What follows belongs to an exercise in optimizing a design on an open flow for small area, a short achievable clock period and few clock cycles; a production flow would make more cautious choices. Power and IR drop assume default switching activity.

the baseline:
==> flow/design.v <==
module cic_core (
    input  wire sys_clk,
    input  wire block_rst,       
    input  wire dclk_in,         
    input  wire dio_in,          
    input  wire reset_held,      
    input  wire cancel,          
    output reg  dio_drive_low,   
    output reg  terminated,      
    output reg  busy             
);
    localparam [92:0] PRE_BITS =
        93'b111101000111001111110000100001001010001101011111010001110010000001011110010011100101111011000;
    localparam [3:0]
        ST_WAIT  = 4'd0,
        ST_TERM  = 4'd1,
        ST_PRE   = 4'd2,    
        ST_DRAIN = 4'd3,    
        ST_CMD   = 4'd4,    
        ST_CPAD  = 4'd5,    
        ST_CWR   = 4'd6,    
        ST_VMARK = 4'd7,    
        ST_VRD   = 4'd8,    
        ST_VSYNC = 4'd9,    
        ST_VWR   = 4'd10,   
        ST_RACK  = 4'd11,   
        ST_DIE   = 4'd12;   
    reg  [3:0]   st;            
    reg  [6:0]   cnt;           
    reg          wait_act;      
    reg          cap_q;         
    reg          rbit;          
    reg          rst_q;         
    reg          cmd_hi;
    reg  [60:1]  mv;
    reg  [3:0]   p;             
    reg          eng_run;       
    reg          eng_wait;      
    reg          eng_v1;        
    reg          eng_v2;        
    reg          eng_v3;        
    reg  [1:0]   eng_rnd;
    reg  [3:0]   eng_x;         
    reg  [3:0]   eng_bs;        
    reg  [120:0] ring;
    reg  [6:0]   vw;            
    reg          vpend;         
    reg          vfetch;        
    reg  [3:0]   onib;          
    reg  [3:0]   va_a;
    reg          va_carry;
    wire [3:0] m1  = mv[4:1],   m2  = mv[8:5],   m3  = mv[12:9],  m4  = mv[16:13];
    wire [3:0] m5  = mv[20:17], m6  = mv[24:21], m7  = mv[28:25], m8  = mv[32:29];
    wire [3:0] m9  = mv[36:33], m10 = mv[40:37], m11 = mv[44:41], m12 = mv[48:45];
    wire [3:0] m13 = mv[52:49], m14 = mv[56:53], m15 = mv[60:57];
    function [3:0] add4;
        input [3:0] a, b;
        input       ci;
        reg   [4:0] c;
        integer     i;
        begin
            c[0] = ci;
            for (i = 0; i < 4; i = i + 1) begin
                add4[i] = a[i] ^ b[i] ^ c[i];
                c[i+1]  = (a[i] & b[i]) | (c[i] & (a[i] ^ b[i]));
            end
        end
    endfunction
    function cout4;
        input [3:0] a, b;
        input       ci;
        reg   [4:0] c;
        integer     i;
        begin
            c[0] = ci;
            for (i = 0; i < 4; i = i + 1)
                c[i+1] = (a[i] & b[i]) | (c[i] & (a[i] ^ b[i]));
            cout4 = c[4];
        end
    endfunction
    wire [3:0] xe  = eng_x;
    wire [3:0] n1  = add4(m1, xe, 1'b1);
    wire [3:0] n2  = ~add4(n1, m2, 1'b1);
    wire [3:0] t3  = add4(m2, m3, 1'b1);
    wire       ca  = ~cout4(m2, m3, 1'b1);                  
    wire [3:0] n3b = add4(m2, {m3[2:0], 1'b1}, 1'b0);        
    wire [3:0] n3  = ca ? t3 : n3b;
    wire [3:0] n4a = add4(m3, m4, 1'b0);
    wire [3:0] n4  = ca ? n4a : add4(n3b, m4, 1'b0);
    wire [3:0] n5a = add4(n4a, m5, 1'b0);
    wire [3:0] n5b = add4({~m4[3], m4[2:0]}, m4[3] ? 4'd0 : m5, 1'b0);
    wire [3:0] n5  = ca ? n5a : n5b;
    wire [3:0] n6a = add4({~m5[3], m5[2:0]}, m5[3] ? 4'd0 : m6, 1'b0);
    wire [3:0] n6b = add4(m5, m6, 1'b1);
    wire [3:0] n6  = ca ? n6a : n6b;
    wire [3:0] bs  = ca ? m6 : n6b;                         
    wire [3:0] n7  = add4(eng_bs, m7, 1'b1);
    wire [3:0] n8  = add4(n7, m8, 1'b1);
    wire [3:0] n9  = add4(n8, m9, 1'b1);
    wire [3:0] n10 = add4(m9, m10, 1'b1);
    wire [3:0] n11 = add4(n10, m11, 1'b1);
    wire [3:0] n12 = add4(n11, m12, 1'b1);
    wire [3:0] n13 = add4(m12, m13, 1'b1);
    wire [3:0] n14 = add4(n13, m14, 1'b1);
    wire [3:0] n15 = add4(n14, m15, 1'b1);
    wire eng_busy = eng_run || eng_wait || eng_v1 || eng_v2 || eng_v3;
    wire eng_hold = eng_run || eng_wait || eng_v1 ||
                    (eng_v2 && p >= 4'd10) || (eng_v3 && p >= 4'd13);
    wire [3:0] nib  = {ring[2], ring[4], ring[6], ring[8]};
    wire [3:0] va_1 = {va_a[3] ^ ~nib[0], va_a[2:0]};
    wire [3:0] va_2 = va_1[1] ? va_1 : (va_1 + 4'd4);
    wire [3:0] va_3 = va_2 + nib;
    wire [3:0] va_4 = va_carry ? va_3 : (va_3 + 4'd7);
    wire [3:0] va_5 = va_4 + va_3;
    wire [4:0] va_6 = {1'b0, va_5} + {1'b0, va_3} + {4'd0, va_carry};
    wire [3:0] va_7 = ~va_6[3:0];
    wire is_read = (st == ST_DRAIN) || (st == ST_CMD) || (st == ST_CPAD) ||
                   (st == ST_VRD);
    wire can_cap = (st != ST_WAIT) && (st != ST_TERM) && (st != ST_DIE) &&
                   !((st == ST_CWR) && eng_hold) && !vpend && !vfetch;
    reg [3:0] mp;
    always @(*) begin
        case (p)
            4'd1:  mp = m1;   4'd2:  mp = m2;   4'd3:  mp = m3;
            4'd4:  mp = m4;   4'd5:  mp = m5;   4'd6:  mp = m6;
            4'd7:  mp = m7;   4'd8:  mp = m8;   4'd9:  mp = m9;
            4'd10: mp = m10;  4'd11: mp = m11;  4'd12: mp = m12;
            4'd13: mp = m13;  4'd14: mp = m14;  default: mp = m15;
        endcase
    end
    reg wbit;
    always @(*) begin
        case (st)
            ST_PRE:   wbit = PRE_BITS[cnt];
            ST_CWR:   wbit = mp[0];
            ST_VMARK: wbit = ~cnt[0];                        
            ST_VWR:   wbit = onib[3 - cnt[1:0]];
            default:  wbit = 1'b0;                           
        endcase
    end
    wire drive0   = can_cap && !is_read && !wbit;            
    wire capture  = can_cap && !wait_act && !dclk_in;
    wire complete = wait_act && dclk_in;
    wire die_now  = complete && ((st == ST_DIE) ||
                    (cap_q && st == ST_CMD && cnt[0] && !cmd_hi && rbit));
    reg [3:0] st_a;
    reg [6:0] cnt_a;
    reg [3:0] p_a;
    always @(*) begin
        st_a  = st;
        cnt_a = cnt;
        p_a   = p;
        if (eng_v1)
            p_a = (n7 == 4'd0) ? 4'd1 : n7;
        if (cap_q) begin
            cnt_a = cnt + 7'd1;
            case (st)
                ST_PRE:   if (cnt == 7'd92) begin st_a = ST_DRAIN; cnt_a = 7'd0; end
                ST_DRAIN: if (cnt == 7'd7)  begin st_a = ST_CMD;   cnt_a = 7'd0; end
                ST_CMD: begin
                    if (cnt[0]) begin
                        cnt_a = 7'd0;
                        case ({cmd_hi, rbit})
                            2'b00:   st_a = ST_CPAD;
                            2'b01:   st_a = ST_DIE;
                            2'b10:   st_a = ST_VMARK;
                            default: st_a = ST_RACK;
                        endcase
                    end
                end
                ST_CPAD:  st_a = ST_CWR;
                ST_CWR: begin
                    p_a = p + 4'd1;
                    if (p == 4'hF) begin st_a = ST_CMD; cnt_a = 7'd0; end
                    else                 st_a = ST_CPAD;
                end
                ST_VMARK: if (cnt == 7'd7)   begin st_a = ST_VRD;   cnt_a = 7'd0; end
                ST_VRD:   if (cnt == 7'd119) begin st_a = ST_VSYNC; cnt_a = 7'd0; end
                ST_VSYNC: begin st_a = ST_VWR; cnt_a = 7'd0; end
                ST_VWR:   if (cnt == 7'd119) begin st_a = ST_CMD;   cnt_a = 7'd0; end
                ST_RACK:  begin st_a = ST_CMD; cnt_a = 7'd0; end
                default: ;
            endcase
        end
        if (st == ST_WAIT) cnt_a = 7'd0;
    end
    wire kill       = block_rst || cancel;
    wire wait_act_d = !(kill || dclk_in) && (wait_act || can_cap);
    wire dd_d       = !(kill || dclk_in) && (wait_act ? dio_drive_low : drive0);
    wire term_d     = !block_rst && ((st == ST_TERM) || cancel || die_now);
    reg [3:0] st_d;
    always @(*) begin
        if (block_rst)
            st_d = ST_WAIT;
        else if (term_d)
            st_d = ST_TERM;
        else if (st == ST_WAIT)
            st_d = reset_held ? ST_WAIT : ST_PRE;
        else
            st_d = st_a;
    end
    wire eng_start = capture && (st == ST_CMD) && !cnt[0] && !dio_in;
    wire eng_end   = eng_run && (xe == 4'd0);                
    wire eng_rest   = eng_wait && eng_v3 && !eng_v2 && !eng_v1;   
    wire eng_run_d  = !block_rst && (eng_start || (eng_run && !eng_end) || eng_rest);
    wire eng_wait_d = !block_rst && !eng_start &&
                      ((eng_end && eng_rnd != 2'd2) || (eng_wait && !eng_rest));
    wire eng_v1_d   = !block_rst && eng_run;
    wire eng_v2_d   = !block_rst && eng_v1;
    wire eng_v3_d   = !block_rst && eng_v2;
    wire v_al    = (vw == 7'd0);
    wire v_rd    = cap_q && (st == ST_VRD);                  
    wire v_wr    = (v_rd && (v_al || cnt == 7'd0)) || (vpend && v_al);
    wire v_nx    = cap_q && ((st == ST_VSYNC) ||
                   (st == ST_VWR && cnt[1:0] == 2'd3 && cnt != 7'd119));
    wire v_ft    = (v_nx || vfetch) && v_al;                 
    wire vpend_d  = !block_rst && ((v_rd || vpend) && !v_wr);
    wire vfetch_d = !block_rst && ((v_nx || vfetch) && !v_ft);
    always @(posedge sys_clk) begin
        st            <= st_d;
        cnt           <= cnt_a;
        p             <= p_a;
        wait_act      <= wait_act_d;
        dio_drive_low <= dd_d;
        terminated    <= term_d;
        busy          <= ((st_a == ST_CWR) && (eng_run || eng_wait ||
                                                (eng_v1 && p_a >= 4'd10) || (eng_v2 && p >= 4'd13))) ||
                         ((v_rd || vpend) && !v_wr) || ((v_nx || vfetch) && !v_ft);
        cap_q         <= capture;
        rst_q         <= block_rst;
        eng_run       <= eng_run_d;
        eng_wait      <= eng_wait_d;
        eng_v1        <= eng_v1_d;
        eng_v2        <= eng_v2_d;
        eng_v3        <= eng_v3_d;
        if (capture)
            rbit <= dio_in;
        if (cap_q && st == ST_CMD && !cnt[0])
            cmd_hi <= rbit;
        if (!eng_busy) begin                       
            eng_x     <= m15;
            eng_rnd   <= 2'd0;
        end
        if (eng_rest)                              
            eng_x     <= n15;
        if (eng_run) begin
            eng_x     <= xe - 4'd1;
            eng_bs    <= bs;
            if (xe == 4'd0) eng_rnd <= eng_rnd + 2'd1;
        end
        if (eng_run)
            mv[4:1] <= n1;
        else if (cap_q && st == ST_DRAIN && cnt[2])
            mv[4:1] <= {mv[3:1], rbit};               
        if (rst_q)
            mv[24:5] <= 20'hB8F41;                    
        else if (eng_run)
            mv[24:5] <= {n6, n5, n4, n3, n2};
        if (rst_q)
            mv[36:25] <= 12'hC75;                     
        else if (eng_v1)
            mv[36:25] <= {n9, n8, n7};
        if (rst_q)
            mv[48:37] <= 12'h16D;                     
        else if (eng_v2)
            mv[48:37] <= {n12, n11, n10};
        if (rst_q)
            mv[60:49] <= 12'h89E;                     
        else if (eng_v3)
            mv[60:49] <= {n15, n14, n13};
        ring  <= {v_wr ? rbit : ring[0], ring[120:1]};
        vpend  <= vpend_d;
        vfetch <= vfetch_d;
        if (v_wr)
            vw <= 7'd1;
        else if (v_ft)
            vw <= 7'd7;
        else
            vw <= v_al ? 7'd120 : vw - 7'd1;
        if (v_ft) begin
            onib     <= va_7;
            va_a     <= va_7;
            va_carry <= va_6[4];
        end else if (cap_q && st == ST_CMD) begin
            va_a     <= 4'd5;
            va_carry <= 1'b1;
        end
    end
endmodule
Settings: LEC_CHECK=0, CAP_MARGIN=20, CORE_MARGIN=2, CORE_UTILIZATION=40, SLEW_MARGIN=20; clock period 15.0 ns.
standard.sh (not shown) runs the stock make flow with config.mk's settings and CLKGATE_MAP_FILE= SYNTH_SCRIPT=/design/flow/synth_recipe.tcl, a recipe that flattens the netlist after the stock synthesis.
==> flow/flow/run.sh <==
#!/bin/bash
# Standard layout, with repair_timing aiming for setup slack 11 ns (a
# tighter achieved period) instead of 0.
set -euo pipefail
bash standard.sh SETUP_SLACK_MARGIN=11 CTS_CLUSTER_SIZE=30 CTS_CLUSTER_DIAMETER=60 CORE_UTILIZATION=55 finish > run_standard.log 2>&1
The following lists how the candidate was set up differently from the baseline:
-- flow/design.v --
<<< the baseline, line 14
    localparam [3:0]
        ST_WAIT  = 4'd0,
        ST_TERM  = 4'd1,
        ST_PRE   = 4'd2,    
        ST_DRAIN = 4'd3,    
>>> the candidate, line 14
    localparam [3:0]
        ST_WAIT  = 4'd0,
        ST_TERM  = 4'd1,    
        ST_PRE   = 4'd2,    
        ST_DRAIN = 4'd3,    
<<< the baseline, line 109
    wire [3:0] nib  = {ring[2], ring[4], ring[6], ring[8]};
    wire [3:0] va_1 = {va_a[3] ^ ~nib[0], va_a[2:0]};
    wire [3:0] va_2 = va_1[1] ? va_1 : (va_1 + 4'd4);
    wire [3:0] va_3 = va_2 + nib;
    wire [3:0] va_4 = va_carry ? va_3 : (va_3 + 4'd7);
    wire [3:0] va_5 = va_4 + va_3;
    wire [4:0] va_6 = {1'b0, va_5} + {1'b0, va_3} + {4'd0, va_carry};
    wire [3:0] va_7 = ~va_6[3:0];
    wire is_read = (st == ST_DRAIN) || (st == ST_CMD) || (st == ST_CPAD) ||
                   (st == ST_VRD);
    wire can_cap = (st != ST_WAIT) && (st != ST_TERM) && (st != ST_DIE) &&
                   !((st == ST_CWR) && eng_hold) && !vpend && !vfetch;
    reg [3:0] mp;
>>> the candidate, line 109
    wire [3:0] nib  = {ring[2], ring[4], ring[6], ring[8]};
    wire [3:0] va_1 = {va_a[3] ^ ~nib[0], va_a[2:0]};
    wire [3:0] va_2 = {va_1[3] ^ (va_1[2] & ~va_1[1]), va_1[2] ^ ~va_1[1], va_1[1:0]};
    wire [3:0] va_3 = add4(va_2, nib, 1'b0);
    wire [3:0] va_5 = add4({va_3[2:0], 1'b0}, va_carry ? 4'd0 : 4'd7, 1'b0);
    wire [4:0] va_6 = {cout4(va_5, va_3, va_carry), add4(va_5, va_3, va_carry)};
    wire [3:0] va_7 = ~va_6[3:0];
    wire is_read = (st == ST_DRAIN) || (st == ST_CMD) || (st == ST_CPAD) ||
                   (st == ST_VRD);
    wire can_cap = !terminated && !rst_q && (st != ST_WAIT) && (st != ST_DIE) &&
                   !((st == ST_CWR) && eng_hold) && !vpend && !vfetch;
    reg [3:0] mp;
<<< the baseline, line 183
            endcase
        end
        if (st == ST_WAIT) cnt_a = 7'd0;
    end
    wire kill       = block_rst || cancel;
    wire wait_act_d = !(kill || dclk_in) && (wait_act || can_cap);
    wire dd_d       = !(kill || dclk_in) && (wait_act ? dio_drive_low : drive0);
    wire term_d     = !block_rst && ((st == ST_TERM) || cancel || die_now);
    reg [3:0] st_d;
    always @(*) begin
        if (block_rst)
            st_d = ST_WAIT;
        else if (term_d)
            st_d = ST_TERM;
        else if (st == ST_WAIT)
            st_d = reset_held ? ST_WAIT : ST_PRE;
        else
            st_d = st_a;
    end
    wire eng_start = capture && (st == ST_CMD) && !cnt[0] && !dio_in;
    wire eng_end   = eng_run && (xe == 4'd0);                
>>> the candidate, line 182
            endcase
        end
        if (st == ST_WAIT || rst_q) cnt_a = 7'd0;
    end
    wire kill       = block_rst || cancel;
    wire wait_act_d = !(kill || dclk_in) && (wait_act || can_cap);
    wire dd_d       = !(kill || dclk_in) && (wait_act ? dio_drive_low : drive0);
    wire term_d     = !block_rst && (terminated || cancel || die_now);
    wire [3:0] st_d = (rst_q || st == ST_WAIT) ? (reset_held ? ST_WAIT : ST_PRE) : st_a;
    wire eng_start = capture && (st == ST_CMD) && !cnt[0] && !dio_in;
    wire eng_end   = eng_run && (xe == 4'd0);                
<<< the baseline, line 227
                                                (eng_v1 && p_a >= 4'd10) || (eng_v2 && p >= 4'd13))) ||
                         ((v_rd || vpend) && !v_wr) || ((v_nx || vfetch) && !v_ft);
        cap_q         <= capture;
        rst_q         <= block_rst;
        eng_run       <= eng_run_d;
>>> the candidate, line 216
                                                (eng_v1 && p_a >= 4'd10) || (eng_v2 && p >= 4'd13))) ||
                         ((v_rd || vpend) && !v_wr) || ((v_nx || vfetch) && !v_ft);
        cap_q         <= capture && !block_rst;
        rst_q         <= block_rst;
        eng_run       <= eng_run_d;
- The core of the candidate is less densely filled than that of the baseline.
- Re mean post-synth cell area: the baseline was lower than the candidate.
- Final cell count went down by a few percent going from the baseline to the candidate.
- Compared with the baseline, in the candidate first-pass GRT wire length has increased; area of the die lower; maximum net fanout on the critical path was more or less identical.
- Status: overall power parity (the baseline, the candidate)
- Higher multi-input logic portion of the cell area goes to the baseline over the candidate.
- Diff the baseline -> the candidate: final area lost about 1.9%, final setup skew went up by 25 ps.
- Comparing the baseline and the candidate, the higher wire length after detailed routing is on the candidate.
No run of this note included a check of the RTL's function; only the layout flow was run.

==> port drivers added, routing unchanged <==
The results above use ideal ports. As a check the final layouts listed here were re-extracted and re-timed, cells and wires unchanged. Step 1, drivers: a clkbuf_16 drives sys_clk and a buf_2 each remaining input, both assumed. Step 2 adds t to the input delays and takes it off the output delays; t is the mean of the earliest and latest rising clock arrival at the registers after step 1. Input paths then give back, and output paths get back, about the clock's delay inside the block. a / b / c = ideal / step 1 / step 2; a / b = the first two.
| run | t, ns | setup slack, ns | worst hold slack (ns) | worst slew at a driven data input, ns | pins driven straight from the clock port |
|---|---|---|---|---|---|
| the baseline | 0.545 | 11.030 / 10.980 / 10.600 | 0.333 / 0.333 / 0.333 | 0.03 | 1 |
| the candidate | 0.545 | 11.073 / 11.027 / 10.601 | 0.293 / 0.293 / 0.293 | 0.03 | 1 |
After both steps setup and hold are still met in every run listed. For the candidate, which loses most, drivers alone change the setup slack by -0.046 ns; drivers and shift together by -0.472 ns.
